What follows belongs to an exercise in optimizing a design on an open flow for small area and a short achievable clock period; a production flow would make more cautious choices. At most, simulation tests tie the RTL to the original design; equivalence was not proved. Function not checked in run 7: the RTL went through the layout flow alone. No activity file was given, so power comes from the tool's default toggle rates.

<file path="flow/run.sh">
#!/bin/bash
# synth_recipe.tcl (not shown) runs the flow's synth.tcl, then flattens the netlist and writes it again
# the make line also repeats each setting of config.mk as NAME=value (left out here)
make -C /OpenROAD-flow-scripts/flow DESIGN_CONFIG=/design/flow/config.mk WORK_HOME=/design/flow/orfs CLKGATE_MAP_FILE= SYNTH_SCRIPT=/design/flow/synth_recipe.tcl finish
</file>
<file path="flow/config.mk">
export PLATFORM = sky130hd
export DESIGN_NAME = amaf_core
export DESIGN_NICKNAME = amaf_core
export VERILOG_FILES = /design/flow/design.v
export SDC_FILE = /design/flow/constraint.sdc
export NUM_CORES = 4
export LEC_CHECK = 0
export CAP_MARGIN = 20
export CORE_MARGIN = 2
export CORE_UTILIZATION = 40
export CTS_BUF_LIST = sky130_fd_sc_hd__clkbuf_8
export CTS_CLUSTER_SIZE = 40
export SLEW_MARGIN = 20
</file>
<file path="flow/constraint.sdc">
create_clock -name core_clock -period 20.0 [get_ports {clk}]
set_input_delay 4.0000 -clock core_clock [delete_from_list [all_inputs] [get_ports {clk}]]
set_output_delay 4.0000 -clock core_clock [all_outputs]
set_load 0.01 [all_outputs]
</file>
<file path="flow/design.v">
module amaf_core (
    input  wire        clk,
    input  wire        rst,
    input  wire        s_valid,
    input  wire [15:0] s_data,
    output wire        s_ready,
    output wire [15:0] cv_avg,
    input  wire [15:0] cv_mv,
    output wire        o_valid,
    output wire [69:0] o_data
);
    localparam integer N  = 128;
    localparam integer DW = 12;
    reg        [DW-1:0] dif [0:N-1];   
    reg signed [15:0]   last_raw;      
    reg signed [15:0]   ev;            
    reg signed [15:0]   avg;           
    reg        [6:0]    sum_lo;        
    reg        [6:0]    cnt;           
    reg                 wrapped;       
    reg                 err_sticky;
    reg               o_valid_r;
    reg signed [15:0] o_mv;
    reg        [5:0]  o_step;
    reg               o_act;
    reg               o_chg;
    reg               o_err;
    reg        [1:0]  o_path;
    wire primed = |o_path;
    wire tick   = s_valid && !rst;
    wire signed [15:0] raw = s_data;
    wire signed [22:0] sum = {avg, sum_lo};
    wire signed [16:0] hi    = avg + 17'sd1000;
    wire signed [16:0] lo    = avg - 17'sd1000;
    wire               slope = (raw > hi) || (raw < lo);
    wire               fill  = !primed || slope;
    wire        [1:0]  path  = !primed ? 2'd1 : (slope ? 2'd2 : 2'd3);
    wire signed [22:0] sum_rest  = sum - ev;
    wire signed [22:0] sum_slide = sum_rest + raw;
    wire signed [22:0] raw_x128  = {raw, 7'd0};
    wire signed [22:0] sum_next  = fill ? raw_x128 : sum_slide;
    wire signed [15:0] avg_next  = sum_next[22:7];
    assign cv_avg = avg_next;
    wire signed [15:0] d126      = {{(16-DW){dif[N-2][DW-1]}}, dif[N-2]};
    wire               wrapped_n = wrapped || (cnt == N - 1);
    wire signed [15:0] ev_next   = wrapped_n ? ev + d126 : ev;
    wire        [15:0] d_new     = raw - last_raw;
    wire signed [15:0] mv     = cv_mv;
    wire               err_lo = mv < -16'sd41;
    wire               err_hi = mv > 16'sd5021;
    wire               err    = err_lo || err_hi;
    reg         [5:0]  tq;
    reg         [6:0]  tr;
    always @(*) begin
        case (mv[12:8])
            5'd0: begin tq = 6'd0; tr = 7'd41; end
            5'd1: begin tq = 6'd3; tr = 7'd48; end
            5'd2: begin tq = 6'd6; tr = 7'd55; end
            5'd3: begin tq = 6'd9; tr = 7'd62; end
            5'd4: begin tq = 6'd12; tr = 7'd69; end
            5'd5: begin tq = 6'd15; tr = 7'd76; end
            5'd6: begin tq = 6'd19; tr = 7'd0; end
            5'd7: begin tq = 6'd22; tr = 7'd7; end
            5'd8: begin tq = 6'd25; tr = 7'd14; end
            5'd9: begin tq = 6'd28; tr = 7'd21; end
            5'd10: begin tq = 6'd31; tr = 7'd28; end
            5'd11: begin tq = 6'd34; tr = 7'd35; end
            5'd12: begin tq = 6'd37; tr = 7'd42; end
            5'd13: begin tq = 6'd40; tr = 7'd49; end
            5'd14: begin tq = 6'd43; tr = 7'd56; end
            5'd15: begin tq = 6'd46; tr = 7'd63; end
            5'd16: begin tq = 6'd49; tr = 7'd70; end
            5'd17: begin tq = 6'd52; tr = 7'd77; end
            5'd18: begin tq = 6'd56; tr = 7'd1; end
            5'd19: begin tq = 6'd59; tr = 7'd8; end
            5'd31: begin tq = 6'd61; tr = 7'd34; end
            default: begin tq = 6'd0; tr = 7'd0; end
        endcase
    end
    wire        [8:0]  s      = tr + mv[7:0];
    wire        [5:0]  q      = tq + (s >= 9'd83  ? 6'd1 : 6'd0) + (s >= 9'd166 ? 6'd1 : 6'd0)
                                   + (s >= 9'd249 ? 6'd1 : 6'd0) + (s >= 9'd332 ? 6'd1 : 6'd0);
    wire               mid    = (s >= 9'd21  && s <= 9'd61)  || (s >= 9'd104 && s <= 9'd144) ||
                                (s >= 9'd187 && s <= 9'd227) || (s >= 9'd270 && s <= 9'd310);
    wire        [5:0]  idx    = err_lo ? 6'd0 : (err_hi ? 6'd60 : q);
    wire               act    = err || !mid;
    wire               chg    = !primed || (idx != o_step);
    integer i;
    always @(posedge clk) begin
        if (tick) begin
            for (i = N - 1; i > 0; i = i - 1)
                dif[i] <= dif[i-1];
            dif[0] <= d_new[DW-1:0];
        end
    end
    always @(posedge clk) begin
        if (tick) begin
            last_raw  <= raw;
            ev        <= fill ? raw : ev_next;
            sum_lo    <= sum_next[6:0];
            cnt       <= fill ? 7'd0 : cnt + 7'd1;
            wrapped   <= fill ? 1'b0 : wrapped_n;
        end
    end
    always @(posedge clk) begin
        if (rst) begin
            avg        <= 16'sd0;
            err_sticky <= 1'b0;
            o_valid_r  <= 1'b0;
            o_mv       <= 16'sd0;
            o_step     <= 6'd0;
            o_act      <= 1'b0;
            o_chg      <= 1'b0;
            o_err      <= 1'b0;
            o_path     <= 2'd0;
        end else if (tick) begin
            avg        <= avg_next;
            err_sticky <= err_sticky || err;
            o_valid_r  <= 1'b1;
            o_mv       <= mv;
            o_step     <= idx;
            o_act      <= act;
            o_chg      <= chg;
            o_err      <= err;
            o_path     <= path;
        end else begin
            o_valid_r  <= 1'b0;
        end
    end
    wire [15:0] o_rep = o_step * 7'd83;
    wire [3:0]  o_mag = !o_act ? 4'd0 : (o_step < 6'd10 ? o_step[3:0] : 4'd10);
    wire [5:0]  o_ind = {o_step[5:1], o_step[0] | (primed && o_step[5:1] == 5'd0)};
    assign s_ready = 1'b1;
    assign o_valid = o_valid_r;
    assign o_data  = {err_sticky, o_path, o_err, o_chg, o_act, o_mag,
                      o_ind, o_step, o_rep, o_mv, avg};
endmodule
</file>
==> impl_metrics.env, run 1 <==
export IMPL_run_status="timing/DRC/antenna clean"
export IMPL_path_depth=13
export IMPL_post_cts_resize_count=0
export IMPL_grt_pass1_wl_mm=129.2
export IMPL_r2r_cells=17
export IMPL_ant_nets=0
export IMPL_grt_start_max_net_pins=207
export IMPL_drtPass1Iterations=5
export IMPL_vias=23325
export IMPL_syn2layout_area_growth_pct=13.83
export IMPL_nets=3179
export IMPL_min_period_ns=12.26
export IMPL_yosys_warnings=2
export IMPL_setup_viol=0
export IMPL_io_pins=123
export IMPL_synth_common_cells="edfxtp_1 (1,567), inv_1 (143), ha_1 (132)"
export IMPL_utilization_pct=45.89
export IMPL_cp_buffers_inverters=3
export IMPL_worstPathRequired_ns=16.00
export IMPL_max_freq_mhz=81.55
export IMPL_cpPeakStageDelay_ns=0.64
export IMPL_core_area_um2=137700
export IMPL_cp_end_kind="output pin"
export IMPL_startpoint="s_data[1]"
export IMPL_fin_ws_ns=7.738
export IMPL_synth_seq_area_share_pct=86.41
export IMPL_post_drt_via_cell_ratio=4.699
export IMPL_synth_area_top_cells="edfxtp_1 (85%), ha_1 (3.0%), dfxtp_1 (1.6%)"
export IMPL_synth_edf_count=1567
export IMPL_synth_top_flop_cell="edfxtp_1"
export IMPL_power_density_nw_per_um2=107.2
export IMPL_crit_chain="clkdlybuf4s50_1 -> inv_1 -> fa_1 -> fa_1 -> nor2b_1 -> o31a_1 -> o2111ai_2 -> a21boi_1 -> o31a_1 -> a31oi_1 -> o21a_1 -> o41ai_2 -> clkdlybuf4s50_1"
export IMPL_clkSinkCount=1612
export IMPL_drive_gt1_share_pct=10.14
export IMPL_drc_errors=0
export IMPL_worstSkewPairLatency_ns=0.90
export IMPL_htree_num_levels=4
export IMPL_relSlewSlack_pct=28.61
export IMPL_cts_tree="done"
export IMPL_synth_top_cell_by_area="edfxtp_1"
export IMPL_overflow=0
export IMPL_rr_startpoint="avg[3]"
export IMPL_maxSlewViolCount=0
export IMPL_floorplan_rows=136
export IMPL_crit_slowest_cell="clkdlybuf4s50_1"
export IMPL_hpwl_mm=46.62
export IMPL_ctsLongestPathBuffers=3
export IMPL_die_y_um=376.5
export IMPL_wirelength_mm=83.80
export IMPL_wire_per_inst_um=16.88
export IMPL_finClkSkew_ns=0.03041
export IMPL_io_buffers=118
export IMPL_synth_top_area_share_pct=84.78
export IMPL_postSynthAreaPerCell_um2=20.79
export IMPL_critPathLaunchType="primary input"
export IMPL_cts_clk_slew_worst_paths_ns=0.06
export IMPL_clock_root_buffer="clkbuf_8"
export IMPL_yosysMostFrequentCell="edfxtp_1"
export IMPL_setup_tns_final_ns=0
export IMPL_ys_seq_elements=1612
export IMPL_p_leak_uw=0.02185
export IMPL_netlist_area_um2=55500
export IMPL_grt_usage_pct=11.79
export IMPL_cts_buffers=231
export IMPL_die_x_um=376.5
export IMPL_cp_data_arrival_time_ns=8.26
export IMPL_rsz0062_at_grt="false"
export IMPL_synth_cells=2669
export IMPL_setup_worst_path_end="cv_avg[9]"
export IMPL_post_route_period_util_pct=61.31
export IMPL_start_util_pct=40.32
export IMPL_drt_iter0_markers=2395
export IMPL_tightestPinTransition_ns=1.071
export IMPL_worst_path_max_fanout=5
export IMPL_grt_antenna_before_repair=6
export IMPL_crit_type="primary input to output pin"
export IMPL_r2r_slack_ns=14.99
export IMPL_place_gp_congestion=0.8499
export IMPL_dieArea_um2=141700
export IMPL_ctsHoldBuffers=0
export IMPL_cap_violations=0
export IMPL_grt_pass1_vias=22617
export IMPL_hold_violations=0
export IMPL_vdd_drop_max_mv=0.06788
export IMPL_ys_types=83
export IMPL_place_ws_ns=7.778
export IMPL_worstHoldPathType="flop to flop"
export IMPL_worstReg2RegEnd="ev[6]"
export IMPL_async_flop_share_pct=0
export IMPL_cp_top_family="compound AO/OA/AOI/OAI gates"
export IMPL_cts_setup_buffers=0
[sequential cells by signal, indices dropped and copies added (netlist names), 6 cells and up]
name      count
o_step        6
ev           16
sum_lo        7
cnt           7
last_raw     12
dif        1524
o_mv         16
avg          16
[cells in the final DEF (no fill, tap or decap), types with 5 or more instances in the layout]
cell	n
bufinv_16	10
nor2b_1	17
nand4_1	7
nand2_1	71
o21ai_0	52
a31oi_1	15
inv_1	222
xor2_1	26
clkbuf_8	232
clkinv_2	13
o31a_1	6
xnor2_1	57
and3_1	11
nor2_1	98
o211ai_1	6
nand3_1	12
inv_16	5
nand2b_1	9
nor4_1	9
buf_4	13
a21o_1	17
o21ai_1	6
a311oi_1	8
ha_1	132
clkinv_1	70
o21bai_1	7
o21a_1	16
nor3_1	23
a211oi_1	15
or3_1	6
dfxtp_1	45
a21oi_1	80
mux2i_1	24
clkdlybuf4s50_1	117
fa_1	31
edfxtp_1	1567
buf_12	5
[cells by family after synthesis]
logic type | synth area share [%]
other | 0.01353
AO/OA/AOI/OAI | 3.483
buffers and inverters | 1.675
flip-flops | 86.41
multiplexers | 0.5681
adder cells (fa/ha/maj) | 4.112
AND/OR/NAND/NOR | 2.430
XOR/XNOR | 1.310
[where the power goes]
part | switching [uW] | internal, uW
Clock | 1200 | 1220
Sequential | 51.6 | 3850
Combinational | 280 | 166
Total | 1530 | 5240
[routing by layer]
metal / share of wire, % / GRT usage, % / vias to the layer above
met5: 0 / 0 / -
met4: 2.5 / 5.026 / 0
met2: 40 / 14.76 / 566
met3: 6.1 / 3.195 / 152
met1: 52 / 18.87 / 11685
li1: - / - / 10922
[worst min path at each step]
stage	from	cells past startpoint	endpoint	slack [ns]
after CTS	dif[77][0]	0	dif[78][0]	0.39
final	dif[77][0]	0	dif[78][0]	0.40
after global routing	dif[77][0]	0	dif[78][0]	0.40
after detailed placement	dif[99][1]	0	dif[100][1]	0.40
after floorplan	dif[99][0]	0	dif[100][0]	0.40
after global placement	dif[122][8]	0	dif[123][8]	0.40
[through the flow]
step	total power [uW]	hold slack, ns	instance area [um2]	instances
after global routing	7096	0.3996	63170	4964
after CTS	6889	0.3920	63110	4959
final	6772	0.4001	63170	4964
after global placement	4415	0.4010	58750	4540
after detailed placement	4418	0.4045	58750	4540
after floorplan	4392	0.4003	55510	2671
[final cells by class]
cell class,count,area [um2]
Clock buffer,232,3193
Tap cell,1794,2245
Multi-Input combinational cell,852,6624
Fill cell,11497,74490
Inverter,145,548.0
Sequential cell,1612,47960
Timing Repair Buffer,139,1440
Antenna cell,3,7.507
Clock inverter,187,1161
==> run 2, diff against run 1 <==
==> flow/flow/run.sh (new file) <==
#!/bin/bash
# Standard ORFS layout with a tighter internal repair target and a leaner
# clock tree. The SDC (period, I/O delays, loads) is the standard flow's, unchanged.
set -euo pipefail
bash standard.sh synth > synth.log 2>&1
bash standard.sh \
  REMOVE_ABC_BUFFERS=1 \
  SETUP_SLACK_MARGIN=9 \
  "CTS_ARGS=-sink_clustering_enable -repair_clock_nets -dont_use_dummy_load -buf_list sky130_fd_sc_hd__clkbuf_8" \
  finish > layout.log 2>&1
==> flow/standard.sh (new file) <==
#!/bin/bash
# synth_recipe.tcl (not shown) runs the flow's synth.tcl, then flattens the netlist and writes it again
# the make line also repeats each setting of config.mk as NAME=value (left out here)
make -C /OpenROAD-flow-scripts/flow DESIGN_CONFIG=/design/flow/config.mk WORK_HOME=/design/flow/orfs CLKGATE_MAP_FILE= SYNTH_SCRIPT=/design/flow/synth_recipe.tcl "${@:-finish}"
removed: flow/run.sh
==> run 2 against run 1 <==
Against the previous run:
- still clean
- die area unchanged
- critical path type unchanged
- maximum frequency increased by 12%
- global-route usage grew 0.19 points
- first-iteration DRC count shrank 6.6%
- worst setup slack gained 1.3 ns
- final area decreased by 0.88%
- synthesized area unchanged
- critical endpoint is now cv_avg[14]
==> impl_metrics.env, run 2 <==
export IMPL_clkSinkCount=1612
export IMPL_grt_pass1_wl_mm=130.5
export IMPL_finClkSkew_ns=0.07566
export IMPL_rr_startpoint="avg[12]"
export IMPL_seqCellArea_um2=47960
export IMPL_r2r_slack_ns=15.31
export IMPL_yosysMostFrequentCell="edfxtp_1"
export IMPL_synth_area_top_cells="edfxtp_1 (85%), ha_1 (3.0%), dfxtp_1 (1.6%)"
export IMPL_crit_type="primary input to output pin"
export IMPL_drc_errors=0
export IMPL_vias=23314
export IMPL_cts_clk_slew_worst_paths_ns=0.06
export IMPL_hold_violations=0
export IMPL_p_switching_uw=1401
export IMPL_post_route_period_util_pct=54.78
export IMPL_worstHoldPathType="flop to flop"
export IMPL_p_leak_uw=0.02127
export IMPL_worstSkewPairLatency_ns=0.87
export IMPL_setup_viol=0
export IMPL_top_register="dif"
export IMPL_syn2layout_area_growth_pct=12.83
export IMPL_ctsLongestPathBuffers=3
export IMPL_nets=3215
export IMPL_min_from="dif[85][4]"
export IMPL_min_path_cells=0
export IMPL_die_y_um=376.5
export IMPL_cp_end_kind="output pin"
export IMPL_grt_usage_pct=11.98
export IMPL_grt_start_max_net_pins=202
export IMPL_drt_iter0_markers=2238
export IMPL_grt_pass1_vias=22652
export IMPL_synth_seq_area_share_pct=86.41
export IMPL_floorplan_rows=136
export IMPL_maxSlewViolCount=0
export IMPL_switching_share_pct=21.65
export IMPL_synth_edf_count=1567
export IMPL_async_flop_share_pct=0
export IMPL_synth_top_cell_by_area="edfxtp_1"
export IMPL_multiInputGateArea_um2=7024
export IMPL_holdPathEnd="dif[86][4]"
export IMPL_grt_antenna_before_repair=3
export IMPL_min_period_ns=10.96
export IMPL_r2r_cells=14
export IMPL_start_util_pct=40.32
export IMPL_post_drt_via_cell_ratio=4.847
export IMPL_worstPathRequired_ns=16.00
export IMPL_synth_top_area_share_pct=84.78
export IMPL_combPwrFrac_pct=7.9
export IMPL_overflow=0
export IMPL_synth_cells=2669
export IMPL_power_density_nw_per_um2=103.3
export IMPL_critPathLaunchType="primary input"
export IMPL_ys_seq_elements=1612
export IMPL_largest_reg_flops=1524
export IMPL_drive_gt1_share_pct=13.13
export IMPL_dieArea_um2=141700
export IMPL_run_status="timing/DRC/antenna clean"
export IMPL_synth_top_flop_cell="edfxtp_1"
export IMPL_core_area_um2=137700
export IMPL_cp_data_arrival_time_ns=6.96
export IMPL_placed_area_um2=58740
export IMPL_postSynthAreaPerCell_um2=20.79
export IMPL_rsz0062_at_grt="true"
export IMPL_drtPass1Iterations=7
export IMPL_ys_types=83
export IMPL_htree_num_levels=4
export IMPL_pwr_share_seq_pct=60.4
export IMPL_cts_buffers=231
export IMPL_tightestPinTransition_ns=1.082
export IMPL_p_int_uw=5070
export IMPL_max_freq_mhz=91.27
export IMPL_cts_tree="done"
export IMPL_die_x_um=376.5
export IMPL_place_gp_congestion=0.8833
export IMPL_wirelength_mm=85.47
export IMPL_layout_common_cells="edfxtp_1 (1,567), clkbuf_8 (231), inv_1 (136)"
export IMPL_ant_nets=0
export IMPL_fillers=11545
export IMPL_stdcell_area_um2=62620
export IMPL_clock_root_buffer="clkbuf_8"
export IMPL_yosys_warnings=2
export IMPL_synth_common_cells="edfxtp_1 (1,567), inv_1 (143), ha_1 (132)"
export IMPL_vdd_drop_max_mv=0.05686
export IMPL_p_clk_share_pct=31.7
export IMPL_netlist_area_um2=55500
export IMPL_worst_path_max_fanout=4
export IMPL_io_pins=123
export IMPL_hpwl_mm=47.24
export IMPL_worstReg2RegEnd="avg[12]"
export IMPL_wire_per_inst_um=17.77
export IMPL_mostFrequentLayoutCell="edfxtp_1"
export IMPL_cap_violations=0
export IMPL_io_buffers=118
export IMPL_setup_tns_final_ns=0
export IMPL_relSlewSlack_pct=27.84
-- run 2: cell counts after synthesis --
Identical to the previous run, type by type.
-- run 2: worst max-delay path by stage --
stage | to | startpoint | slack (ns)
after floorplan | o_act | rst | -16.57
after global placement | cv_avg[12] | s_data[1] | 7.57
after detailed placement | cv_avg[14] | s_data[1] | 7.48
after CTS | cv_avg[0] | s_data[4] | 8.92
after global routing | cv_avg[14] | s_data[1] | 8.93
final | cv_avg[14] | s_data[1] | 9.04
-- run 2: area by class of cell --
| class | instances | area share (%) |
|---|---|---|
| antenna | 1 | 0.003996 |
| inverter | 145 | 0.9152 |
| sequential | 1612 | 76.59 |
| clock buffer | 231 | 5.077 |
| timing repair buffer | 172 | 2.616 |
| tap | 1794 | 3.585 |
| multi-input combinational | 855 | 11.22 |
-- run 2: through the flow --
step	setup WS (ns)	utilization [%]	hold slack, ns	power [uW]	instances
finish	9.044	45.49	0.3526	6471	4810
global route	8.927	45.49	0.3604	6775	4810
CTS	8.924	45.24	0.3454	6552	4794
detailed placement	7.479	42.67	0.4045	4415	4539
global placement	7.572	42.67	0.4005	4411	4539
floorplan	-16.57	-	0.4003	4446	2609
-- run 2: critical path, stage by stage --
cell and delay (ns):
buf_12 0.09, inv_6 0.03, fa_2 0.58, inv_1 0.08, ha_4 0.23, a21oi_4 0.13
nor2b_2 0.06, a311o_2 0.37, a311o_1 0.39, nand2_2 0.12, a31oi_4 0.11, a211oi_2 0.25
xor2_1 0.25, o21ai_2 0.12, buf_6 0.14
-- run 2: kinds of logic (layout without fill, tap and decap cells) --
group	count (synthesis)	after routing	share of synthesized area [%]
other	2	5	0.01353
DFF	1612	1612	86.41
AOI/OAI and AO/OA	287	287	3.483
and+or+nand+nor	285	288	2.430
adders and majority gates	164	164	4.112
muxes	29	29	0.5681
buffers and inverters	207	548	1.675
xor gates and xnor gates	83	83	1.310
-- run 2: layer usage --
layer  vias to the layer above  GRT usage, %  wire [um]
met3                       182         3.706       5633
met4                         2         4.574       2079
li1                      10805             -          -
met5                         -             0         18
met2                       604         14.71      33400
met1                     11721         19.33      44340
-- run 2: what timing repair did --
| item | in CTS | in global routing |
|---|---|---|
| hold buffers | 0 | 0 |
| pin swaps | 21 | 33 |
| buffers inserted | 21 | 14 |
| resized for setup | 157 | 63 |
| endpoints found under the setup margin | 16 | 16 |
| gates cloned | 3 | 0 |
-- run 2: power groups by stage --
stage          Combinational, uW  Clock, uW  Sequential (uW)
2_1_floorplan                286          0             4160
3_3_place_gp                 438          0             3970
3_5_place_dp                 440          0             3970
4_1_cts                      482       2160             3910
5_1_grt                      563       2290             3920
6_report                     512       2050             3910
==> run 3, diff against run 2 <==
--- a/flow/design.v
+++ b/flow/design.v
@@ -30,16 +30,21 @@
     wire tick   = s_valid && !rst;
     wire signed [15:0] raw = s_data;
     wire signed [22:0] sum = {avg, sum_lo};
-    wire signed [16:0] hi    = avg + 17'sd1000;
-    wire signed [16:0] lo    = avg - 17'sd1000;
-    wire               slope = (raw > hi) || (raw < lo);
-    wire               fill  = !primed || slope;
-    wire        [1:0]  path  = !primed ? 2'd1 : (slope ? 2'd2 : 2'd3);
-    wire signed [22:0] sum_rest  = sum - ev;
-    wire signed [22:0] sum_slide = sum_rest + raw;
-    wire signed [22:0] raw_x128  = {raw, 7'd0};
-    wire signed [22:0] sum_next  = fill ? raw_x128 : sum_slide;
-    wire signed [15:0] avg_next  = sum_next[22:7];
+    wire signed [16:0] hi       = avg + 17'sd1000;
+    wire signed [16:0] lo       = avg - 17'sd1000;
+    wire signed [22:0] sum_rest = sum - ev;
+    wire        [6:0]  top_dn   = sum_rest[22:16] - 7'd1;
+    wire        [6:0]  top_up   = sum_rest[22:16] + 7'd1;
+    wire               slope;
+    wire               fill     = !primed || slope;
+    wire        [1:0]  path     = !primed ? 2'd1 : (slope ? 2'd2 : 2'd3);
+    wire signed [22:0] sum_next;
+    amaf_slide u_slide (
+        .raw(raw), .hi(hi), .lo(lo), .rest_lo(sum_rest[15:0]),
+        .top(sum_rest[22:16]), .top_dn(top_dn), .top_up(top_up), .primed(primed),
+        .slope(slope), .sum_next(sum_next)
+    );
+    wire signed [15:0] avg_next = sum_next[22:7];
     assign cv_avg = avg_next;
     wire signed [15:0] d126      = {{(16-DW){dif[N-2][DW-1]}}, dif[N-2]};
     wire               wrapped_n = wrapped || (cnt == N - 1);
@@ -135,3 +140,22 @@
     assign o_data  = {err_sticky, o_path, o_err, o_chg, o_act, o_mag,
                       o_ind, o_step, o_rep, o_mv, avg};
 endmodule
+module amaf_slide (
+    input  wire signed [15:0] raw,
+    input  wire signed [16:0] hi,
+    input  wire signed [16:0] lo,
+    input  wire        [15:0] rest_lo,
+    input  wire        [6:0]  top,
+    input  wire        [6:0]  top_dn,
+    input  wire        [6:0]  top_up,
+    input  wire               primed,
+    output wire               slope,
+    output wire signed [22:0] sum_next
+);
+    wire        [16:0] low       = {1'b0, rest_lo} + {1'b0, raw};
+    wire        [6:0]  top_sel   = (low[16] == raw[15]) ? top : (low[16] ? top_up : top_dn);
+    wire signed [22:0] sum_slide = {top_sel, low[15:0]};
+    wire signed [22:0] raw_x128  = {raw, 7'd0};
+    assign slope    = (raw > hi) || (raw < lo);
+    assign sum_next = (!primed || slope) ? raw_x128 : sum_slide;
+endmodule
==> flow/flow/run.sh (replaced) <==
#!/bin/bash
# Standard ORFS layout with a tighter internal repair target and a leaner
# clock tree. The SDC (period, I/O delays, loads) is the standard flow's, unchanged.
set -euo pipefail
bash standard.sh synth > synth.log 2>&1
bash standard.sh \
  REMOVE_ABC_BUFFERS=1 \
  SETUP_SLACK_MARGIN=10.5 \
  "CTS_ARGS=-sink_clustering_enable -repair_clock_nets -dont_use_dummy_load -buf_list sky130_fd_sc_hd__clkbuf_8 -sink_clustering_size 16 -sink_clustering_max_diameter 80" \
  finish > layout.log 2>&1
--- a/flow/config.mk
+++ b/flow/config.mk
@@ -9,5 +9,5 @@
 export CORE_MARGIN = 2
 export CORE_UTILIZATION = 40
 export CTS_BUF_LIST = sky130_fd_sc_hd__clkbuf_8
-export CTS_CLUSTER_SIZE = 40
 export SLEW_MARGIN = 20
+export SYNTH_HIERARCHICAL = 1
==> run 3 against run 2 <==
Against the previous run:
- clock power shrank about 30%
- die area grew 1.8%
- sequential share of layout area grew 0.33 points
- non-clock buffer count is the same
- still clean on timing, DRC and antenna
- synthesized area grew 1.8%
- wire length shrank 2.1%
- count of clock-buffer cells in the layout shrank 117
==> impl_metrics.env, run 3 <==
export IMPL_overflow=0
export IMPL_cap_violations=0
export IMPL_p_clk_share_pct=24.1
export IMPL_worstPathRequired_ns=16.00
export IMPL_p_leak_uw=0.02098
export IMPL_muxShareOfSynthArea_pct=1.397
export IMPL_min_period_ns=10.57
export IMPL_setup_tns_final_ns=0
export IMPL_critPathLaunchType="primary input"
export IMPL_cts_clk_slew_worst_paths_ns=0.09
export IMPL_worst_path_max_fanout=5
export IMPL_ys_types=95
export IMPL_ant_nets=0
export IMPL_stdcell_area_um2=62350
export IMPL_worstSkewPairLatency_ns=0.79
export IMPL_crit_chain="buf_12 -> ha_4 -> inv_2 -> fa_2 -> and2b_1 -> o2111ai_2 -> and4b_2 -> o31ai_4 -> buf_6 -> buf_12 -> buf_6 -> mux2i_1 -> mux2i_1 -> mux2_4 -> buf_6"
export IMPL_grt_antenna_before_repair=2
export IMPL_vias=23561
export IMPL_drc_errors=0
export IMPL_drt_iter0_markers=2212
export IMPL_synth_top_cell_by_area="edfxtp_1"
export IMPL_largest_reg_flops=1524
export IMPL_synth_cells=2813
export IMPL_place_gp_congestion=0.8078
export IMPL_worstHoldPathType="flop to flop"
export IMPL_hold_violations=0
export IMPL_synth_top_family_by_area="compound AO/OA/AOI/OAI gates"
export IMPL_cp_top_family="multiplexers"
export IMPL_synth_edf_count=1567
export IMPL_run_status="timing/DRC/antenna clean"
export IMPL_io_pins=123
export IMPL_finClkSkew_ns=0.09222
export IMPL_hpwl_mm=45.81
export IMPL_syn2layout_area_growth_pct=10.34
export IMPL_p_int_uw=4599
export IMPL_synth_seq_area_share_pct=84.87
export IMPL_mostFrequentLayoutCell="edfxtp_1"
export IMPL_io_buffers=118
export IMPL_die_x_um=379.9
export IMPL_tightestPinTransition_ns=1.108
export IMPL_rsz0062_at_grt="true"
export IMPL_cts_tree="done"
export IMPL_postSynthAreaPerCell_um2=20.09
export IMPL_synthAdderAreaFrac_pct=3.733
export IMPL_switching_share_pct=22.27
export IMPL_cpPeakStageDelay_ns=0.36
export IMPL_synth_compound_area_share_pct=3.789
export IMPL_ctsLongestPathBuffers=3
export IMPL_cts_buffers=114
export IMPL_power_density_nw_per_um2=94.89
export IMPL_post_route_period_util_pct=52.85
export IMPL_dieArea_um2=144300
export IMPL_yosys_warnings=9
export IMPL_fillers=11911
export IMPL_cp_buffers_inverters=6
export IMPL_grt_pass1_vias=22670
export IMPL_pwr_share_seq_pct=65.9
export IMPL_synth_common_cells="edfxtp_1 (1,567), ha_1 (151), inv_1 (146)"
export IMPL_ys_seq_elements=1612
export IMPL_yosysMostFrequentCell="edfxtp_1"
export IMPL_wire_per_inst_um=17.04
export IMPL_post_drt_via_cell_ratio=4.797
export IMPL_grt_usage_pct=11.44
export IMPL_hold_ws_ns=0.3528
export IMPL_netlist_area_um2=56510
export IMPL_placed_area_um2=59870
export IMPL_core_area_um2=139900
export IMPL_crit_slowest_cell="fa_2"
export IMPL_ctsHoldBuffers=0
export IMPL_clkSinkCount=1612
export IMPL_cp_data_arrival_time_ns=6.57
export IMPL_yosys_area_share_simple_pct=2.976
export IMPL_relSlewSlack_pct=26.17
export IMPL_drive_gt1_share_pct=10.15
export IMPL_vdd_drop_max_mv=0.04955
export IMPL_synth_top_flop_cell="edfxtp_1"
export IMPL_start_util_pct=40.40
export IMPL_maxSlewViolCount=0
export IMPL_top_register="dif"
export IMPL_crit_type="primary input to output pin"
export IMPL_htree_num_levels=3
export IMPL_setup_viol=0
export IMPL_cp_end_kind="output pin"
export IMPL_synth_area_top_cells="edfxtp_1 (83%), ha_1 (3.3%), dfxtp_1 (1.6%)"
export IMPL_seqCellArea_um2=47960
export IMPL_synth_top_area_share_pct=83.28
export IMPL_multiInputGateArea_um2=8143
export IMPL_drtPass1Iterations=5
export IMPL_wirelength_mm=83.70
export IMPL_combPwrFrac_pct=10.0
export IMPL_floorplan_rows=137
export IMPL_async_flop_share_pct=0
export IMPL_layout_common_cells="edfxtp_1 (1,567), inv_1 (142), ha_1 (131)"
export IMPL_nets=3233
export IMPL_grt_pass1_wl_mm=131.3
export IMPL_grt_start_max_net_pins=207
export IMPL_crit_top_cell="buf_6"
export IMPL_die_y_um=379.9
export IMPL_clock_root_buffer="clkbuf_8"
export IMPL_p_switching_uw=1317
export IMPL_synthXorXnorAreaFrac_pct=1.570
export IMPL_max_freq_mhz=94.60
run 3: changes by cell type after synthesis, moves of 10 or more:
cell and change:
nor2_1 +30, nand3_1 +10, o21ai_0 +15, mux2i_1 +41
ha_1 +19, fa_1 -20
run 3: path summary, 6_finish.rpt:
path               from          to  slack [ns]  cells after the start
max           s_data[0]  cv_avg[12]        9.43                     15
min          dif[41][5]  dif[42][5]        0.35                      0
max reg2reg       ev[0]     avg[12]       15.16                     23
min reg2reg  dif[41][5]  dif[42][5]        0.35                      0
run 3: per-layer routing:
metal / up-vias / part of all wire [%] / global-route usage (%)
met5: - / 0 / 0
met4: 0 / 2.8 / 4.071
met3: 169 / 4.1 / 2.454
met2: 360 / 41 / 15.12
met1: 11966 / 52 / 18.37
li1: 11066 / - / -
run 3: through the flow:
step                total power [uW]  util [%]  setup slack (ns)  cells
floorplan                       4668         -            -56.45   2748
global placement                4484     42.80             7.667   4762
detailed placement              4491     42.80             7.655   4762
CTS                             6003     44.40             9.442   4900
global route                    6195     44.57             9.329   4912
finish                          5916     44.57             9.430   4912
run 3: kinds of logic after synthesis:
group                    count (synthesis)
flip-flops                            1612
AND/OR/NAND/NOR                        342
AO/OA/AOI/OAI                          308
buffers and inverters                  213
adder cells (fa/ha/maj)                162
XOR/XNOR                                97
multiplexers                            77
other                                    2
run 3: timing repair:
action                     4_1_cts  5_1_grt
setup endpoints to repair       19       21
cloned                           2        0
pin swaps                       22        7
gates resized for setup        275       43
hold endpoints to repair         0        0
setup buffers                   22       10
run 3: power groups by stage:
stage               logic (uW)  registers (uW)  clock network [uW]
floorplan                  348            4320                   0
CTS                        573            3900                1530
global route               651            3910                1630
global placement           510            3970                   0
detailed placement         517            3970                   0
finish                     590            3900                1430
run 3: cell type report:
type	instances	share of cell area [%]
multi-input cells	990	13.06
well taps	1876	3.765
inverters	146	0.8910
clock buffers	114	2.517
diodes	2	0.008027
repair buffers	172	2.840
flip-flops and latches	1612	76.92
run 3: modules after synthesis (local to each module, per instance):
module | area, um2 | flops+latches
amaf_slide | 2138 | 0
amaf_core | 54370 | 1612
==> run 4, diff against run 3 <==
==> flow/flow/run.sh (replaced) <==
#!/bin/bash
# Standard ORFS layout with a tighter internal repair target and a leaner
# clock tree. The SDC (period, I/O delays, loads) is the standard flow's, unchanged.
set -euo pipefail
bash standard.sh synth > synth.log 2>&1
bash standard.sh \
  REMOVE_ABC_BUFFERS=1 \
  SETUP_SLACK_MARGIN=10.5 \
  "CTS_ARGS=-sink_clustering_enable -repair_clock_nets -dont_use_dummy_load -buf_list sky130_fd_sc_hd__clkbuf_16 -sink_clustering_size 20 -sink_clustering_max_diameter 100" \
  finish > layout.log 2>&1
==> run 4 against run 3 <==
Against the previous run:
- combinational power about the same
- register-to-register slack about the same
- critical endpoint unchanged
- first-iteration DRC count rose by 1.5%
- worst setup slack worse by 0.011 ns
- still clean on timing, DRC and antenna
- final area up 1.2%
==> impl_metrics.env, run 4 <==
export IMPL_cts_buffers=91
export IMPL_wl_met3_mm=3.982
export IMPL_vdd_drop_max_mv=0.06178
export IMPL_wl_met1_mm=43.60
export IMPL_synth_top_area_share_pct=83.28
export IMPL_power_density_nw_per_um2=99.13
export IMPL_grt_usage_pct=11.42
export IMPL_syn2layout_area_growth_pct=11.63
export IMPL_top_register="dif"
export IMPL_hold_violations=0
export IMPL_vias=23452
export IMPL_die_x_um=379.9
export IMPL_wire_per_inst_um=17.09
export IMPL_cp_end_kind="output pin"
export IMPL_cts_tree="done"
export IMPL_drive_gt1_share_pct=9.495
export IMPL_clock_root_buffer="clkbuf_16"
export IMPL_mostFrequentLayoutCell="edfxtp_1"
export IMPL_post_drt_via_cell_ratio=4.798
export IMPL_synth_edf_count=1567
export IMPL_synth_seq_area_share_pct=84.87
export IMPL_crit_type="primary input to output pin"
export IMPL_met2WireLength_mm=33.85
export IMPL_place_inst=4762
export IMPL_worstHoldPathType="flop to flop"
export IMPL_r2r_cells=15
export IMPL_io_buffers=118
export IMPL_setup_viol=0
export IMPL_yosys_warnings=9
export IMPL_io_pins=123
export IMPL_grt_start_max_net_pins=207
export IMPL_maxSlewViolCount=0
export IMPL_startpoint="s_data[0]"
export IMPL_overflow=0
export IMPL_rsz0062_at_grt="true"
export IMPL_max_freq_mhz=94.50
export IMPL_relSlewSlack_pct=23.44
export IMPL_ant_nets=0
export IMPL_worstReg2RegEnd="ev[14]"
export IMPL_ctsLongestPathBuffers=3
export IMPL_r2r_slack_ns=15.17
export IMPL_run_status="timing/DRC/antenna clean"
export IMPL_htree_num_levels=3
export IMPL_finalNonFillerCells=4888
export IMPL_layout_common_cells="edfxtp_1 (1,567), inv_1 (142), ha_1 (131)"
export IMPL_netlist_area_um2=56510
export IMPL_ys_types=95
export IMPL_cap_violations=0
export IMPL_grt_pass1_wl_mm=131.0
export IMPL_postSynthAreaPerCell_um2=20.09
export IMPL_ys_seq_elements=1612
export IMPL_yosysMostFrequentCell="edfxtp_1"
export IMPL_synth_top_flop_cell="edfxtp_1"
export IMPL_wirelength_mm=83.54
export IMPL_drt_iter0_markers=2245
export IMPL_clkSinkCount=1612
export IMPL_synth_top_cell_by_area="edfxtp_1"
export IMPL_worstPathRequired_ns=16.00
export IMPL_die_y_um=379.9
export IMPL_finClkSkew_ns=0.07005
export IMPL_grt_pass1_vias=22472
export IMPL_cts_clk_slew_worst_paths_ns=0.08
export IMPL_synth_cells=2813
export IMPL_highest_layer="met4"
export IMPL_start_util_pct=40.40
export IMPL_floorplan_rows=137
export IMPL_synth_area_top_cells="edfxtp_1 (83%), ha_1 (3.3%), dfxtp_1 (1.6%)"
export IMPL_rr_startpoint="avg[5]"
export IMPL_dieArea_um2=144300
export IMPL_setup_tns_final_ns=0
export IMPL_async_flop_share_pct=0
export IMPL_largest_reg_flops=1524
export IMPL_nets=3211
export IMPL_post_route_period_util_pct=52.91
export IMPL_tightestPinTransition_ns=1.148
export IMPL_min_period_ns=10.58
export IMPL_drc_errors=0
export IMPL_drtPass1Iterations=5
export IMPL_hpwl_mm=45.81
export IMPL_antenna_cells=0
export IMPL_setup_worst_path_end="cv_avg[12]"
export IMPL_cp_data_arrival_time_ns=6.58
export IMPL_synth_common_cells="edfxtp_1 (1,567), ha_1 (151), inv_1 (146)"
export IMPL_p_leak_uw=0.02129
export IMPL_worst_path_max_fanout=5
export IMPL_place_gp_congestion=0.8078
export IMPL_critPathLaunchType="primary input"
export IMPL_worstSkewPairLatency_ns=0.70
export IMPL_core_area_um2=139900
export IMPL_grt_antenna_before_repair=1
==> run 4: what timing repair did <==
| item | 4_1_cts | 5_1_grt |
|---|---|---|
| pin swaps | 22 | 7 |
| cloned | 2 | 0 |
| setup buffers | 22 | 11 |
| hold buffers | 0 | 0 |
| gates resized for setup | 278 | 49 |
| endpoints found under the hold margin | 0 | 0 |
| setup endpoints to repair | 20 | 19 |
==> run 4: worst min-delay path by stage <==
stage	slack, ns	from	end	cells past startpoint
finish	0.36	dif[43][4]	dif[44][4]	0
global route	0.37	dif[96][0]	dif[97][0]	0
CTS	0.36	dif[43][4]	dif[44][4]	0
detailed placement	0.40	dif[102][4]	dif[103][4]	0
global placement	0.40	dif[73][1]	dif[74][1]	0
floorplan	0.40	dif[99][0]	dif[100][0]	0
==> run 4: kinds of logic (layout without fill, tap and decap cells) <==
logic type	count (synthesis)	in the layout	share of synthesized area [%]
flops	1612	1612	84.87
simple gates	342	342	2.976
compound gates	308	308	3.789
buf+inv	213	410	1.652
fa+ha+maj	162	162	3.733
xor+xnor	97	97	1.570
mux	77	77	1.397
other cells	2	4	0.01329
==> run 4: per-stage QoR <==
stage / total power (uW) / instance area [um2] / hold slack (ns) / setup WS (ns) / utilization [%]
final: 6253 / 63080 / 0.3587 / 9.418 / 45.10
after global routing: 6532 / 63080 / 0.3651 / 9.333 / 45.10
after CTS: 6332 / 62820 / 0.3578 / 9.442 / 44.91
after detailed placement: 4491 / 59870 / 0.4045 / 7.655 / 42.80
after global placement: 4484 / 59870 / 0.4014 / 7.667 / 42.80
after floorplan: 4668 / 56130 / 0.4003 / -56.45 / -
==> run 4: report_power, final <==
part | internal [uW] | switching [uW] | leakage, uW
clock | 807 | 956 | 0.00112
sequential | 3850 | 52.0 | 0.0151
combinational | 246 | 346 | 0.00509
==> run 4: layer usage <==
| metal | global-route usage (%) | vias to the layer above |
|---|---|---|
| li1 | - | 11066 |
| met1 | 18.34 | 11907 |
| met2 | 15.09 | 341 |
| met3 | 2.783 | 138 |
| met4 | 3.505 | 0 |
| met5 | 0 | - |
==> run 4: final cells by class <==
type / count / area, um2
Fill cell: 11833 / 76800
Sequential cell: 1612 / 47960
Multi-Input combinational cell: 990 / 8152
Tap cell: 1876 / 2347
Clock buffer: 91 / 2277
Timing Repair Buffer: 173 / 1790
Inverter: 146 / 555.5
==> run 4: modules after synthesis (local to each module, per instance) <==
module | cells | times used | area [um2] | flip-flops and latches
amaf_core | 2531 | 1 | 54370 | 1612
amaf_slide | 282 | 1 | 2138 | 0
==> run 4: worst max-delay path, cell delays in order <==
cell and delay, ns:
buf_12 0.09, ha_4 0.14, inv_2 0.04, fa_2 0.36
and2b_1 0.23, o2111ai_2 0.13, and4b_2 0.27, o31ai_4 0.20
buf_6 0.14, buf_12 0.11, buf_6 0.10, mux2i_1 0.17
mux2i_1 0.15, mux2_4 0.31, buf_6 0.12
==> run 5, diff against run 4 <==
==> flow/flow/run.sh (replaced) <==
#!/bin/bash
# Standard ORFS layout with a tighter internal repair target, plain small
# port buffers and a leaner clock tree. The SDC (period, I/O delays, loads)
# is the standard flow's, unchanged.
set -euo pipefail
bash standard.sh synth > synth.log 2>&1
bash standard.sh \
  REMOVE_ABC_BUFFERS=1 \
  SETUP_SLACK_MARGIN=11.5 \
  "BUFFER_PORTS_ARGS=-buffer_cell sky130_fd_sc_hd__buf_1" \
  "CTS_ARGS=-sink_clustering_enable -repair_clock_nets -dont_use_dummy_load -buf_list sky130_fd_sc_hd__clkbuf_8 -sink_clustering_size 16 -sink_clustering_max_diameter 80" \
  finish > layout.log 2>&1
==> run 5 against run 4 <==
Against the previous run:
- still clean on timing, DRC and antenna
- global-route usage decreased by 0.069 points
- via count is 0.81% higher
- total power fell by 5.9%
- largest power group unchanged
==> impl_metrics.env, run 5 <==
export IMPL_run_status="timing/DRC/antenna clean"
export IMPL_ctsHoldBuffers=0
export IMPL_finClkSkew_ns=0.09714
export IMPL_synthAdderAreaFrac_pct=3.733
export IMPL_syn2layout_area_growth_pct=9.333
export IMPL_top_register="dif"
export IMPL_vias=23643
export IMPL_hold_violations=0
export IMPL_postSynthAreaPerCell_um2=20.09
export IMPL_cts_buffers=114
export IMPL_core_area_um2=139900
export IMPL_yosysMostFrequentCell="edfxtp_1"
export IMPL_drt_iter0_markers=2043
export IMPL_synth_top_cell_by_area="edfxtp_1"
export IMPL_async_flop_share_pct=0
export IMPL_synth_top_family_by_area="compound AO/OA/AOI/OAI gates"
export IMPL_power_density_nw_per_um2=95.25
export IMPL_synth_top_flop_cell="edfxtp_1"
export IMPL_layout_common_cells="edfxtp_1 (1,567), inv_1 (140), ha_1 (136)"
export IMPL_place_gp_congestion=0.8105
export IMPL_fillers=11965
export IMPL_worstReg2RegEnd="avg[12]"
export IMPL_grt_pass1_vias=22617
export IMPL_io_pins=123
export IMPL_synth_cells=2813
export IMPL_ys_seq_elements=1612
export IMPL_setup_viol=0
export IMPL_min_path_cells=0
export IMPL_grt_pass1_wl_mm=130.3
export IMPL_rsz0062_at_grt="true"
export IMPL_setup_tns_final_ns=0
export IMPL_worst_path_max_fanout=4
export IMPL_grt_usage_pct=11.35
export IMPL_synth_compound_area_share_pct=3.789
export IMPL_drtPass1Iterations=5
export IMPL_synth_area_top_cells="edfxtp_1 (83%), ha_1 (3.3%), dfxtp_1 (1.6%)"
export IMPL_ctsLongestPathBuffers=3
export IMPL_mostFrequentLayoutCell="edfxtp_1"
export IMPL_min_from="dif[52][7]"
export IMPL_r2r_cells=22
export IMPL_relSlewSlack_pct=28.98
export IMPL_grt_start_max_net_pins=226
export IMPL_yosys_area_share_simple_pct=2.976
export IMPL_r2r_slack_ns=15.12
export IMPL_htree_num_levels=3
export IMPL_wirelength_mm=83.42
export IMPL_drive_gt1_share_pct=10.87
export IMPL_largest_reg_flops=1524
export IMPL_clkSinkCount=1612
export IMPL_nets=3243
export IMPL_cp_data_arrival_time_ns=6.56
export IMPL_vdd_drop_max_mv=0.05848
export IMPL_overflow=0
export IMPL_io_buffers=118
export IMPL_netlist_area_um2=56510
export IMPL_ant_nets=0
export IMPL_post_drt_via_cell_ratio=4.803
export IMPL_worstSkewPairLatency_ns=0.82
export IMPL_ys_types=95
export IMPL_utilization_pct=44.17
export IMPL_die_y_um=379.9
export IMPL_cap_violations=0
export IMPL_clock_root_buffer="clkbuf_8"
export IMPL_crit_type="primary input to output pin"
export IMPL_p_leak_uw=0.02078
export IMPL_yosys_warnings=9
export IMPL_critPathLaunchType="primary input"
export IMPL_hpwl_mm=45.48
export IMPL_die_x_um=379.9
export IMPL_min_period_ns=10.56
export IMPL_start_util_pct=40.40
export IMPL_dieArea_um2=144300
export IMPL_synth_seq_area_share_pct=84.87
export IMPL_cts_tree="done"
export IMPL_cp_end_kind="output pin"
export IMPL_cts_clk_slew_worst_paths_ns=0.09
export IMPL_rr_startpoint="ev[0]"
export IMPL_muxShareOfSynthArea_pct=1.397
export IMPL_synthXorXnorAreaFrac_pct=1.570
export IMPL_hold_ws_ns=0.3233
export IMPL_tightestPinTransition_ns=1.065
export IMPL_worstPathRequired_ns=16.00
export IMPL_holdPathEnd="dif[53][7]"
export IMPL_wire_per_inst_um=16.94
export IMPL_synth_edf_count=1567
export IMPL_grt_antenna_before_repair=2
export IMPL_synth_common_cells="edfxtp_1 (1,567), ha_1 (151), inv_1 (146)"
export IMPL_floorplan_rows=137
export IMPL_max_freq_mhz=94.74
export IMPL_synth_top_area_share_pct=83.28
export IMPL_maxSlewViolCount=0
export IMPL_post_route_period_util_pct=52.78
export IMPL_worstHoldPathType="flop to flop"
export IMPL_drc_errors=0
[run 5: cell counts after synthesis]
No cell type changed its count.
[run 5: how the worst max path moves through the flow]
stage / cells after the start / slack (ns) / startpoint / endpoint
2_1_floorplan: 2 / -56.45 / rst / ev[0]
3_3_place_gp: 12 / 8.47 / s_data[0] / cv_avg[15]
3_5_place_dp: 12 / 8.37 / s_data[0] / cv_avg[15]
4_1_cts: 14 / 9.50 / s_data[0] / cv_avg[12]
5_1_grt: 14 / 9.34 / s_data[0] / cv_avg[12]
6_report: 14 / 9.44 / s_data[0] / cv_avg[12]
[run 5: critical path, stage by stage]
cell,delay [ns]
buf_12,0.09
ha_4,0.13
inv_2,0.04
fa_2,0.38
and2b_2,0.26
o2111ai_4,0.14
and4b_2,0.27
o31ai_4,0.22
buf_12,0.15
buf_8,0.11
mux2i_1,0.18
mux2i_1,0.13
mux2_4,0.30
buf_6,0.12
[run 5: cell families after synthesis]
| logic type | Yosys count |
|---|---|
| buf+inv | 213 |
| mux | 77 |
| compound gates | 308 |
| fa+ha+maj | 162 |
| flops | 1612 |
| xor+xnor | 97 |
| simple gates | 342 |
| other cells | 2 |
[run 5: cell type report]
class / count / area (um2) / area share (%)
diodes: 3 / 7.507 / 0.01215
flip-flops and latches: 1612 / 47970 / 77.64
inverters: 146 / 558.0 / 0.9033
clock buffers: 114 / 1569 / 2.540
multi-input cells: 990 / 8069 / 13.06
repair buffers: 182 / 1262 / 2.044
well taps: 1876 / 2347 / 3.799
[run 5: where the power goes]
| group | switching, uW | internal (uW) |
|---|---|---|
| logic | 338 | 218 |
| registers | 52.3 | 3850 |
| clock network | 923 | 508 |
[run 5: repair_timing]
item	4_1_cts	5_1_grt
cloned	1	0
resized for setup	135	63
pin swaps	26	16
endpoints found under the hold margin	0	0
buffers inserted	21	14
endpoints found under the setup margin	23	21
[run 5: Yosys stat by module, one instance, submodules excluded]
module      flip-flops and latches  area, um2  cells  copies in the design
amaf_slide                       0       2138    282                     1
amaf_core                     1612      54370   2531                     1
[run 5: per-stage QoR]
step                      instance area, um2  power (uW)  instances  setup slack, ns
after CTS                              61400        5966       4905            9.497
after global routing                   61780        6159       4922            9.344
after detailed placement               59170        4462       4769            8.374
final                                  61780        5885       4923            9.445
after floorplan                        56130        4668       2748           -56.45
after global placement                 59170        4455       4769            8.473
[run 5: layer usage]
| metal | vias up | wire length, um | global-route usage (%) |
|---|---|---|---|
| li1 | 11101 | - | - |
| met1 | 11985 | 43690 | 18.24 |
| met2 | 408 | 33510 | 14.99 |
| met3 | 149 | 3764 | 2.348 |
| met4 | 0 | 2460 | 4.137 |
| met5 | - | 0 | 0 |
==> run 6, diff against run 5 <==
--- a/flow/flow/run.sh
+++ b/flow/flow/run.sh
@@ -6,7 +6,7 @@
 bash standard.sh synth > synth.log 2>&1
 bash standard.sh \
   REMOVE_ABC_BUFFERS=1 \
-  SETUP_SLACK_MARGIN=11.5 \
+  SETUP_SLACK_MARGIN=10.5 \
   "BUFFER_PORTS_ARGS=-buffer_cell sky130_fd_sc_hd__buf_1" \
   "CTS_ARGS=-sink_clustering_enable -repair_clock_nets -dont_use_dummy_load -buf_list sky130_fd_sc_hd__clkbuf_8 -sink_clustering_size 16 -sink_clustering_max_diameter 80" \
   finish > layout.log 2>&1
==> run 6 against run 5 <==
Against the previous run:
- hold slack about the same
- non-clock buffer count decreased by 11
- wire length decreased by 0.32%
- highest routed layer unchanged
- critical endpoint unchanged
- sequential share of layout area increased by 0.23 points
- still clean on timing, DRC and antenna
==> impl_metrics.env, run 6 <==
export IMPL_run_status="timing/DRC/antenna clean"
export IMPL_vdd_drop_max_mv=0.05849
export IMPL_drive_gt1_share_pct=9.726
export IMPL_worstReg2RegEnd="avg[12]"
export IMPL_cts_buffers=114
export IMPL_tightestPinTransition_ns=1.092
export IMPL_max_freq_mhz=94.66
export IMPL_yosysMostFrequentCell="edfxtp_1"
export IMPL_io_buffers=118
export IMPL_multiInputGateArea_um2=7985
export IMPL_io_pins=123
export IMPL_holdPathEnd="dif[53][7]"
export IMPL_clock_root_buffer="clkbuf_8"
export IMPL_ant_nets=0
export IMPL_power_total_uw=5873
export IMPL_critPathLaunchType="primary input"
export IMPL_min_path_cells=0
export IMPL_hpwl_mm=45.48
export IMPL_grt_antenna_before_repair=2
export IMPL_clkSinkCount=1612
export IMPL_setup_viol=0
export IMPL_path_depth=14
export IMPL_worstPathRequired_ns=16.00
export IMPL_crit_type="primary input to output pin"
export IMPL_grt_pass1_vias=22589
export IMPL_place_gp_congestion=0.8105
export IMPL_htree_num_levels=3
export IMPL_r2r_slack_ns=15.11
export IMPL_wire_per_inst_um=16.93
export IMPL_ctsLongestPathBuffers=3
export IMPL_cp_top_family="multiplexers"
export IMPL_overflow=0
export IMPL_min_from="dif[52][7]"
export IMPL_start_util_pct=40.40
export IMPL_rsz0062_at_grt="true"
export IMPL_die_x_um=379.9
export IMPL_crit_chain="buf_12 -> ha_4 -> inv_2 -> fa_2 -> and2b_2 -> o2111ai_4 -> and4b_2 -> o31ai_4 -> buf_12 -> buf_8 -> mux2i_1 -> mux2i_1 -> mux2_4 -> buf_6"
export IMPL_postSynthAreaPerCell_um2=20.09
export IMPL_ys_types=95
export IMPL_cpPeakStageDelay_ns=0.38
export IMPL_synth_top_area_share_pct=83.28
export IMPL_syn2layout_area_growth_pct=8.981
export IMPL_worstSkewPairLatency_ns=0.80
export IMPL_synth_top_flop_cell="edfxtp_1"
export IMPL_grt_pass1_wl_mm=130.1
export IMPL_post_route_period_util_pct=52.82
export IMPL_dieArea_um2=144300
export IMPL_r2r_cells=22
export IMPL_top_register="dif"
export IMPL_worstHoldPathType="flop to flop"
export IMPL_synthXorXnorAreaFrac_pct=1.570
export IMPL_cts_clk_slew_worst_paths_ns=0.09
export IMPL_maxSlewViolCount=0
export IMPL_finClkSkew_ns=0.09934
export IMPL_drtPass1Iterations=5
export IMPL_nets=3232
export IMPL_fillers=11977
export IMPL_drc_errors=0
export IMPL_netlist_area_um2=56510
export IMPL_cp_data_arrival_time_ns=6.56
export IMPL_die_y_um=379.9
export IMPL_yosys_warnings=9
export IMPL_placed_area_um2=59170
export IMPL_floorplan_rows=137
export IMPL_cap_violations=0
export IMPL_cp_buffers_inverters=5
export IMPL_vias=23511
export IMPL_rr_startpoint="ev[0]"
export IMPL_synth_top_family_by_area="compound AO/OA/AOI/OAI gates"
export IMPL_async_flop_share_pct=0
export IMPL_synth_common_cells="edfxtp_1 (1,567), ha_1 (151), inv_1 (146)"
export IMPL_grt_usage_pct=11.34
export IMPL_synth_compound_area_share_pct=3.789
export IMPL_synth_top_cell_by_area="edfxtp_1"
export IMPL_wirelength_mm=83.15
export IMPL_synth_seq_area_share_pct=84.87
export IMPL_synth_cells=2813
export IMPL_largest_reg_flops=1524
export IMPL_cp_end_kind="output pin"
export IMPL_crit_slowest_cell="fa_2"
export IMPL_hold_violations=0
export IMPL_core_area_um2=139900
export IMPL_power_density_nw_per_um2=95.37
export IMPL_yosys_area_share_simple_pct=2.976
export IMPL_setup_tns_final_ns=0
export IMPL_drt_iter0_markers=2032
export IMPL_muxShareOfSynthArea_pct=1.397
export IMPL_p_leak_uw=0.02072
export IMPL_min_period_ns=10.56
export IMPL_ys_seq_elements=1612
export IMPL_seqCellArea_um2=47960
export IMPL_synthAdderAreaFrac_pct=3.733
export IMPL_synth_area_top_cells="edfxtp_1 (83%), ha_1 (3.3%), dfxtp_1 (1.6%)"
export IMPL_grt_start_max_net_pins=226
export IMPL_stdcell_area_um2=61580
export IMPL_post_drt_via_cell_ratio=4.787
export IMPL_relSlewSlack_pct=27.21
export IMPL_mostFrequentLayoutCell="edfxtp_1"
export IMPL_worst_path_max_fanout=4
export IMPL_layout_common_cells="edfxtp_1 (1,567), inv_1 (143), ha_1 (138)"
export IMPL_synth_edf_count=1567
export IMPL_cts_tree="done"
[run 6: metal layers]
layer / wire length (um) / vias up / track usage (%)
met5: 0 / - / 0
met1: 43850 / 11922 / 18.25
met2: 33290 / 363 / 14.96
met4: 2458 / 0 / 4.137
met3: 3551 / 151 / 2.348
li1: - / 11075 / -
[run 6: how the worst max path moves through the flow]
stage / start / slack, ns / to
final: s_data[0] / 9.44 / cv_avg[12]
after global routing: s_data[0] / 9.34 / cv_avg[12]
after CTS: s_data[0] / 9.50 / cv_avg[12]
after detailed placement: s_data[0] / 8.37 / cv_avg[15]
after global placement: s_data[0] / 8.47 / cv_avg[15]
after floorplan: rst / -56.45 / ev[0]
[run 6: metrics by stage]
| stage | utilization (%) | worst slack, ns | instances | hold WS [ns] |
|---|---|---|---|---|
| global route | 44.03 | 9.344 | 4911 | 0.3142 |
| floorplan | - | -56.45 | 2748 | 0.4003 |
| CTS | 43.83 | 9.497 | 4901 | 0.3137 |
| detailed placement | 42.30 | 8.374 | 4769 | 0.4045 |
| finish | 44.03 | 9.436 | 4911 | 0.3229 |
| global placement | 42.30 | 8.473 | 4769 | 0.4011 |
[run 6: final cells by class]
type                       count  area share (%)
sequential                  1612           77.88
multi-input combinational    990           12.97
tap                         1876           3.812
clock buffer                 114           2.548
timing repair buffer         171           1.890
inverter                     146          0.9001
antenna                        2        0.008127
[run 6: repair_timing]
item | CTS | global route
buffers inserted | 17 | 7
cloned | 1 | 0
endpoints found under the setup margin | 17 | 20
pin swaps | 22 | 7
hold buffers | 0 | 0
resized for setup | 110 | 49
[run 6: power breakdown]
group | total [uW] | switching (uW) | internal (uW)
Combinational | 544 | 334 | 210
Sequential | 3900 | 52.3 | 3850
Clock | 1430 | 923 | 508
Total | 5870 | 1310 | 4560
[run 6: kinds of logic (layout without fill, tap and decap cells)]
family / after synthesis / in the layout
DFF: 1612 / 1612
and+or+nand+nor: 342 / 342
AOI/OAI and AO/OA: 308 / 308
buffers and inverters: 213 / 431
adders and majority gates: 162 / 162
xor gates and xnor gates: 97 / 97
muxes: 77 / 77
other: 2 / 6
[run 6: per-module statistics from Yosys (local to each module, per instance)]
module | cells inside | area, um2
amaf_slide | 282 | 2138
amaf_core | 2531 | 54370
==> run 7, diff against run 6 <==
--- a/flow/design.v
+++ b/flow/design.v
@@ -153,7 +153,9 @@
     output wire signed [22:0] sum_next
 );
     wire        [16:0] low       = {1'b0, rest_lo} + {1'b0, raw};
-    wire        [6:0]  top_sel   = (low[16] == raw[15]) ? top : (low[16] ? top_up : top_dn);
+    wire        [6:0]  top_c0    = raw[15] ? top_dn : top;
+    wire        [6:0]  top_c1    = raw[15] ? top : top_up;
+    wire        [6:0]  top_sel   = low[16] ? top_c1 : top_c0;
     wire signed [22:0] sum_slide = {top_sel, low[15:0]};
     wire signed [22:0] raw_x128  = {raw, 7'd0};
     assign slope    = (raw > hi) || (raw < lo);
==> run 7 against run 6 <==
Against the previous run:
- still clean on timing, DRC and antenna
- count of clock-buffer cells in the layout is the same
- sequential power is essentially flat
- register-to-register slack lost 0.75 ns
- largest cell class unchanged
- highest routed layer unchanged
==> impl_metrics.env, run 7 <==
export IMPL_run_status="timing/DRC/antenna clean"
export IMPL_place_ws_ns=8.694
export IMPL_synth_top_area_share_pct=83.28
export IMPL_critPathLaunchType="primary input"
export IMPL_grt_usage_pct=11.35
export IMPL_synth_edf_count=1567
export IMPL_seqCellArea_um2=47960
export IMPL_htree_num_levels=3
export IMPL_hpwl_mm=43.91
export IMPL_hold_violations=0
export IMPL_stdcell_area_um2=62040
export IMPL_ys_seq_elements=1612
export IMPL_p_int_uw=4560
export IMPL_grt_pass1_wl_mm=131.2
export IMPL_crit_slowest_cell="o31a_1"
export IMPL_drive_gt1_share_pct=10.53
export IMPL_grt_pass1_vias=22795
export IMPL_switching_share_pct=22.34
export IMPL_worstHoldPathType="flop to flop"
export IMPL_worst_path_max_fanout=7
export IMPL_io_buffers=118
export IMPL_setup_tns_final_ns=0
export IMPL_tightestPinTransition_ns=1.083
export IMPL_vdd_drop_max_mv=0.05169
export IMPL_crit_chain="buf_12 -> ha_4 -> inv_2 -> fa_2 -> nor2b_4 -> o31a_1 -> o211a_1 -> o211a_4 -> buf_8 -> buf_6 -> a211oi_2 -> nor2_2 -> o21ai_4 -> buf_2"
export IMPL_top_register="dif"
export IMPL_drtPass1Iterations=5
export IMPL_setup_viol=0
export IMPL_relSlewSlack_pct=27.79
export IMPL_clkSinkCount=1612
export IMPL_finClkSkew_ns=0.09428
export IMPL_max_freq_mhz=96.71
export IMPL_die_y_um=379.8
export IMPL_cts_buffers=114
export IMPL_yosys_warnings=9
export IMPL_power_density_nw_per_um2=94.63
export IMPL_worstSkewPairLatency_ns=0.83
export IMPL_synth_seq_area_share_pct=84.88
export IMPL_async_flop_share_pct=0
export IMPL_ys_types=88
export IMPL_netlist_area_um2=56500
export IMPL_cap_violations=0
export IMPL_synth_top_cell_by_area="edfxtp_1"
export IMPL_wire_per_inst_um=16.84
export IMPL_cpPeakStageDelay_ns=0.35
export IMPL_core_area_um2=139900
export IMPL_largest_reg_flops=1524
export IMPL_postSynthAreaPerCell_um2=19.85
export IMPL_floorplan_rows=137
export IMPL_clock_root_buffer="clkbuf_8"
export IMPL_ant_nets=0
export IMPL_utilization_pct=44.36
export IMPL_cp_end_kind="output pin"
export IMPL_fillers=11971
export IMPL_overflow=0
export IMPL_vias=23723
export IMPL_worstPathRequired_ns=16.00
export IMPL_rsz0062_at_grt="true"
export IMPL_synth_cells=2846
export IMPL_place_inst=4796
export IMPL_start_util_pct=40.39
export IMPL_placed_area_um2=59130
export IMPL_cp_top_family="compound AO/OA/AOI/OAI gates"
export IMPL_pwr_share_seq_pct=66.4
export IMPL_combPwrFrac_pct=9.2
export IMPL_dieArea_um2=144300
export IMPL_p_switching_uw=1312
export IMPL_synth_common_cells="edfxtp_1 (1,567), ha_1 (151), inv_1 (141)"
export IMPL_layout_common_cells="edfxtp_1 (1,567), inv_1 (140), ha_1 (134)"
export IMPL_p_clk_share_pct=24.4
export IMPL_p_leak_uw=0.02091
export IMPL_grt_start_max_net_pins=196
export IMPL_drt_iter0_markers=2094
export IMPL_syn2layout_area_growth_pct=9.812
export IMPL_cp_data_arrival_time_ns=6.34
export IMPL_crit_type="primary input to output pin"
export IMPL_fin_ws_ns=9.660
export IMPL_min_period_ns=10.34
export IMPL_ctsLongestPathBuffers=3
export IMPL_maxSlewViolCount=0
export IMPL_nets=3277
export IMPL_drc_errors=0
export IMPL_post_route_period_util_pct=51.70
export IMPL_yosysMostFrequentCell="edfxtp_1"
export IMPL_synth_top_flop_cell="edfxtp_1"
export IMPL_grt_antenna_before_repair=2
export IMPL_die_x_um=379.8
export IMPL_cp_buffers_inverters=5
export IMPL_wirelength_mm=83.47
export IMPL_cts_tree="done"
export IMPL_place_gp_congestion=0.8160
export IMPL_finalNonFillerCells=4957
export IMPL_ctsHoldBuffers=0
export IMPL_post_drt_via_cell_ratio=4.786
export IMPL_multiInputGateArea_um2=8215
export IMPL_synth_area_top_cells="edfxtp_1 (83%), ha_1 (3.3%), dfxtp_1 (1.6%)"
export IMPL_mostFrequentLayoutCell="edfxtp_1"
export IMPL_io_pins=123
export IMPL_cts_clk_slew_worst_paths_ns=0.09
run 7: changes by cell type after synthesis, sizes merged, moves of 5 or more:
cell	change
inv	-5
o21ai	+6
mux2i	-14
nand2	+31
mux2	-10
nor2	+7
xnor2	-5
nand2b	+16
run 7: layout make-up:
| type | instances | area share [%] |
|---|---|---|
| Inverter | 141 | 0.8530 |
| Multi-Input combinational cell | 1025 | 13.24 |
| Timing Repair Buffer | 186 | 2.289 |
| Sequential cell | 1612 | 77.29 |
| Tap cell | 1876 | 3.783 |
| Clock buffer | 114 | 2.529 |
| Antenna cell | 3 | 0.01210 |
run 7: routing by layer:
layer,up-vias,global-route usage [%],part of all wire (%)
met4,0,3.858,2.9
met2,369,15.12,41
met1,12001,18.30,52
met3,158,2.290,3.9
li1,11195,-,-
met5,-,0,0
run 7: modules after synthesis, one instance, submodules excluded:
module	cells	times used	flops+latches
amaf_slide	315	1	0
amaf_core	2531	1	1612
run 7: final timing paths:
kind / startpoint / end / slack, ns / cells after the start
hold / removal: dif[55][9] / dif[56][9] / 0.33 / 0
setup / recovery: s_data[0] / cv_avg[10] / 9.66 / 14
setup reg to reg: avg[5] / ev[14] / 14.36 / 22
hold reg to reg: dif[55][9] / dif[56][9] / 0.33 / 0
run 7: power groups by stage:
stage	Combinational (uW)	Sequential (uW)	Clock, uW
after floorplan	334	4320	0
after global placement	458	3970	0
after detailed placement	466	3970	0
after CTS	529	3900	1540
after global routing	600	3910	1640
final	541	3900	1430
run 7: logic make-up (layout without fill, tap and decap cells):
group	count (synthesis)	count (layout)	synth area share (%)
mux	53	53	0.9434
flops	1612	1612	84.88
simple gates	384	384	3.291
compound gates	328	328	3.982
fa+ha+maj	162	162	3.734
xor+xnor	94	94	1.524
other cells	2	7	0.01329
buf+inv	211	441	1.637
run 7: through the flow:
stage	total power (uW)	hold WS (ns)
2_1_floorplan	4653	0.4003
3_3_place_gp	4433	0.4009
3_5_place_dp	4439	0.4045
4_1_cts	5966	0.3170
5_1_grt	6154	0.3254
6_report	5871	0.3293
run 7: timing repair:
| item | CTS | global route |
|---|---|---|
| gates resized for setup | 181 | 30 |
| pin swaps | 35 | 18 |
| cloned | 6 | 0 |
| endpoints found under the hold margin | 0 | 0 |
| endpoints found under the setup margin | 17 | 19 |
| setup buffers | 31 | 7 |

-- what the ideal ports hide --
In the flow no input, the clock included, has a driving cell. The finished layouts below were timed again as built, in two steps.
Step 1, drivers: a clkbuf_16 drives clk and a buf_2 each remaining input, both assumed.
Step 2, shift: input delay + t, output delay - t, t = (earliest + latest rising clock arrival at the registers) / 2. This alone moves slack from input paths to output paths.
Slacks: ideal / step 1 / step 2; pairs: ideal / step 1.
| run | t (ns) | setup slack, ns | latest minus earliest clock arrival (ns) |
|---|---|---|---|
| run 1 | 0.944 | 7.738 / 7.710 / 7.710 | 0.059 / 0.058 |
| run 2 | 0.902 | 9.044 / 8.959 / 8.585 | 0.115 / 0.115 |
| run 3 | 0.824 | 9.430 / 9.333 / 9.333 | 0.119 / 0.119 |
| run 4 | 0.730 | 9.418 / 9.318 / 9.318 | 0.084 / 0.085 |
| run 5 | 0.814 | 9.445 / 9.346 / 9.346 | 0.148 / 0.148 |
| run 6 | 0.814 | 9.436 / 9.338 / 9.338 | 0.149 / 0.149 |
| run 7 | 0.841 | 9.660 / 9.593 / 9.593 | 0.116 / 0.116 |
After both steps setup and hold are still met in every run listed. The setup slack of run 2, which loses most, moves by -0.085 ns with the drivers and by -0.459 ns with both steps.
